This is an optimization exercise on Yosys and OpenROAD, whose aim is small area, not a production implementation. Only simulation tests tie the RTL to the original design; equivalence was not proved. Power is estimated from default activity; no workload was simulated.

## topo_discovery
module topo_discovery (
    input  wire          clk,
    input  wire          rst,
    input  wire [15:0]   now,
    input  wire          hw_valid,
    input  wire [7:0]    hw_len,
    input  wire [23:0]   hw_data,
    input  wire          hr_valid,
    output reg  [7:0]    hr_data,
    output wire          sel_n,
    output reg           xf_valid,
    output wire [4:0]    xf_len,
    output wire [71:0]   xf_tx,
    input  wire [71:0]   xf_rx,
    output reg           irq_n
);
Size in the first run: about 210 I/O pins, ~21000 µm² of cells after synthesis.
Settings: LEC_CHECK=0, CAP_MARGIN=5, CORE_MARGIN=2, CORE_UTILIZATION=30, CTS_BUF_LIST=sky130_fd_sc_hd__clkbuf_4, PLACE_DENSITY=0.5, SLEW_MARGIN=5; clock period 100.0 ns.
standard.sh (not shown) runs the stock make flow with config.mk's settings and CLKGATE_MAP_FILE= SYNTH_SCRIPT=/design/flow/synth_recipe.tcl, a recipe that flattens the netlist after the stock synthesis.
==> flow/flow/run.sh <==
#!/bin/bash
# Standard synthesis, then an area re-map of its combinational logic (same
# registers), then the standard layout with the smallest buffer on the ports.
set -euo pipefail
here=$(pwd)
res=$here/orfs/results/$FLOW_PLATFORM/topo_discovery/base

bash standard.sh synth > make_synth.log 2>&1

cp $res/1_2_yosys.v $here/1_2_yosys.standard.v
export REMAP_LIB=$FLOW_HOME/platforms/$FLOW_PLATFORM/lib/sky130_fd_sc_hd__tt_025C_1v80.lib
export REMAP_TOP=$FLOW_TOP
export REMAP_IN=$here/1_2_yosys.standard.v
export REMAP_OUT=$here/1_2_yosys.remap.v
export REMAP_SCRIPT=$here/flow/remap.abc
export REMAP_DONT_USE="$(sed -n '/DONT_USE_CELLS += /,/^#/p' $FLOW_HOME/platforms/$FLOW_PLATFORM/config.mk | grep -o 'sky130_fd_sc_hd__[a-z0-9_]*' | tr '\n' ' ')"
yosys -c flow/remap.tcl > yosys_remap.log 2>&1
cp $REMAP_OUT $res/1_2_yosys.v
rm -f $res/1_synth.odb $res/1_synth.sdc

bash standard.sh "BUFFER_PORTS_ARGS=-buffer_cell sky130_fd_sc_hd__buf_1" \
    "CTS_ARGS=-sink_clustering_enable -repair_clock_nets -dont_use_dummy_load -buf_list sky130_fd_sc_hd__clkbuf_16 -sink_clustering_size 24 -sink_clustering_max_diameter 120" \
    finish > make_finish.log 2>&1
==> flow/flow/remap.abc <==
strash; ifraig; scorr; dc2; strash; &get -n; &deepsyn -T 20; &dch -f; &nf -R 1000; &put
==> flow/flow/remap.tcl <==
# Re-map the combinational logic of the standard synthesis netlist for area.
# Flip-flops and tie cells are kept as they are (same instances, names and
# cell types); only the gates between them are re-synthesized by ABC.
yosys -import
set lib $::env(REMAP_LIB)
read_liberty -ignore_miss_func $lib
foreach m [list sky130_fd_sc_hd__*df* sky130_fd_sc_hd__*dl* sky130_fd_sc_hd__conb_1] {
    yosys blackbox $m
}
read_verilog $::env(REMAP_IN)
hierarchy -top $::env(REMAP_TOP)
flatten
opt -purge
set du {}
foreach c $::env(REMAP_DONT_USE) { lappend du -dont_use $c }
abc -liberty $lib {*}$du -script $::env(REMAP_SCRIPT)
opt_clean -purge
hilomap -singleton -hicell sky130_fd_sc_hd__conb_1 HI -locell sky130_fd_sc_hd__conb_1 LO
insbuf -buf sky130_fd_sc_hd__buf_4 A X
opt_clean -purge
stat -liberty $lib
write_verilog -noattr -noexpr -nohex -nodec $::env(REMAP_OUT)
The baseline produced a clean layout.
Then changed:
CAP_MARGIN = 20   (was 5)
SLEW_MARGIN = 20   (was 5)
The new run went through all stages and came out clean. Count of clock-buffer cells in the layout is unchanged. Setup slack is worse by 0.0047 ns. Critical path depth does not change. Final area stays flat. Non-clock buffer count is unchanged. Maximum frequency hardly moves. Core utilization is about the same.


Setup of the reference run:
topo_discovery, a different RTL version from the one above (not shown whole).
For scale: about 210 I/O pins, ~0.021 mm² of cells after synthesis.
clock: 100.0 ns
lec_check: 0
cap_margin: 5
core_margin: 2
core_utilization: 55
cts_buf_list: sky130_fd_sc_hd__clkbuf_4
place_density: 0.75
slew_margin: 5
==> flow/flow/run.sh <==
#!/bin/bash
# Standard synthesis, then an area re-map of its combinational logic (same
# registers), then the standard layout with the smallest buffer on the ports.
set -euo pipefail
here=$(pwd)
res=$here/orfs/results/$FLOW_PLATFORM/topo_discovery/base

bash standard.sh synth > make_synth.log 2>&1

cp $res/1_2_yosys.v $here/1_2_yosys.standard.v
export REMAP_LIB=$FLOW_HOME/platforms/$FLOW_PLATFORM/lib/sky130_fd_sc_hd__tt_025C_1v80.lib
export REMAP_TOP=$FLOW_TOP
export REMAP_IN=$here/1_2_yosys.standard.v
export REMAP_OUT=$here/1_2_yosys.remap.v
export REMAP_SCRIPT=$here/flow/remap.abc
export REMAP_DONT_USE="$(sed -n '/DONT_USE_CELLS += /,/^#/p' $FLOW_HOME/platforms/$FLOW_PLATFORM/config.mk | grep -o 'sky130_fd_sc_hd__[a-z0-9_]*' | tr '\n' ' ')"
yosys -c flow/remap.tcl > yosys_remap.log 2>&1
cp $REMAP_OUT $res/1_2_yosys.v
rm -f $res/1_synth.odb $res/1_synth.sdc

bash standard.sh "BUFFER_PORTS_ARGS=-buffer_cell sky130_fd_sc_hd__buf_1" \
    "CTS_ARGS=-sink_clustering_enable -repair_clock_nets -dont_use_dummy_load -buf_list sky130_fd_sc_hd__clkbuf_8 -sink_clustering_size 20 -sink_clustering_max_diameter 60" \
    finish > make_finish.log 2>&1
==> flow/flow/remap.abc <==
strash; ifraig; scorr; dc2; strash; &get -n; &deepsyn -T 60; &dch -f; &nf -R 1000; &put
==> flow/flow/remap.tcl <==
# Re-map the combinational logic of the standard synthesis netlist for area.
# Flip-flops and tie cells are kept as they are (same instances, names and
# cell types); only the gates between them are re-synthesized by ABC.
yosys -import
set lib $::env(REMAP_LIB)
read_liberty -ignore_miss_func $lib
foreach m [list sky130_fd_sc_hd__*df* sky130_fd_sc_hd__*dl* sky130_fd_sc_hd__conb_1] {
    yosys blackbox $m
}
read_verilog $::env(REMAP_IN)
hierarchy -top $::env(REMAP_TOP)
flatten
opt -purge
set du {}
foreach c $::env(REMAP_DONT_USE) { lappend du -dont_use $c }
abc -liberty $lib {*}$du -script $::env(REMAP_SCRIPT)
opt_clean -purge
# a second pass on the mapped gates finds a little more
abc -liberty $lib {*}$du -script $::env(REMAP_SCRIPT)
opt_clean -purge
hilomap -singleton -hicell sky130_fd_sc_hd__conb_1 HI -locell sky130_fd_sc_hd__conb_1 LO
insbuf -buf sky130_fd_sc_hd__buf_4 A X
opt_clean -purge
stat -liberty $lib
write_verilog -noattr -noexpr -nohex -nodec $::env(REMAP_OUT)
The reference run: flow completed, timing, DRC and antenna clean
Here is what was changed in the inputs of the trial run compared with the reference run.
diff --git a/flow/flow/run.sh b/flow/flow/run.sh
--- a/flow/flow/run.sh
+++ b/flow/flow/run.sh
@@ -20,4 +20,4 @@
 
 bash standard.sh "BUFFER_PORTS_ARGS=-buffer_cell sky130_fd_sc_hd__buf_1" \
-    "CTS_ARGS=-sink_clustering_enable -repair_clock_nets -dont_use_dummy_load -buf_list sky130_fd_sc_hd__clkbuf_8 -sink_clustering_size 20 -sink_clustering_max_diameter 60" \
+    "CTS_ARGS=-sink_clustering_enable -repair_clock_nets -dont_use_dummy_load -buf_list sky130_fd_sc_hd__clkbuf_16 -sink_clustering_size 28 -sink_clustering_max_diameter 80" \
     finish > make_finish.log 2>&1
diff --git a/flow/flow/remap.tcl b/flow/flow/remap.tcl
--- a/flow/flow/remap.tcl
+++ b/flow/flow/remap.tcl
@@ -16,5 +16,7 @@
 abc -liberty $lib {*}$du -script $::env(REMAP_SCRIPT)
 opt_clean -purge
-# a second pass on the mapped gates finds a little more
+# further passes on the mapped gates find a little more
+abc -liberty $lib {*}$du -script $::env(REMAP_SCRIPT)
+opt_clean -purge
 abc -liberty $lib {*}$du -script $::env(REMAP_SCRIPT)
 opt_clean -purge
## What came out
The reference run → the trial run: power share of the clock group rose by 1.5 points; area overhead of the layout relative to synthesis rose by 0.44 points; number of ordinary and repair buffers in the finished layout fell by 1; count of antenna diodes in the layout fell by 1; net count of the finished layout stayed essentially flat. Combinational group power ended up about 7% higher on the trial run than on the reference run. Cell type of the slowest stage on the worst timing path: o21ai_0 -> the reference run, a21oi_1 -> the trial run. Compared with the reference run, the trial run shows timing-limited maximum frequency that has gone up slightly. Number of cells in the finished layout apart from fillers: the reference run vs the trial run, no meaningful difference. Between the reference run and the trial run, the difference in width of the chip is negligible.

-- static timing again, ports no longer ideal --
Ports are ideal in the flow. The routed layouts listed here were re-timed in OpenROAD.
Step 1: set_driving_cell puts a clkbuf_16 on clk and a buf_2 on each other input, an assumption about the parent block.
Step 2, shift: input delay + t, output delay - t, t = (earliest + latest rising clock arrival at the registers) / 2. This alone moves slack from input paths to output paths.
Three values: no drivers, after step 1, after step 2; two values: the first two.
run	shift t [ns]	slack for setup (ns)	slew at the worst register clock pin (ns)	cell pins on the clock port's net
the first run of note 1	0.607	73.562 / 73.593 / 72.985	0.11 / 0.11	1
the second run of note 1	0.603	73.558 / 73.588 / 72.986	0.10 / 0.10	1
the reference run	0.668	72.073 / 72.104 / 71.436	0.12 / 0.12	1
the trial run	0.584	72.515 / 72.542 / 71.958	0.11 / 0.11	1
After both steps every run listed still meets setup and hold. For the reference run, which loses most, drivers alone change the setup slack by +0.031 ns; drivers and shift together by -0.637 ns.
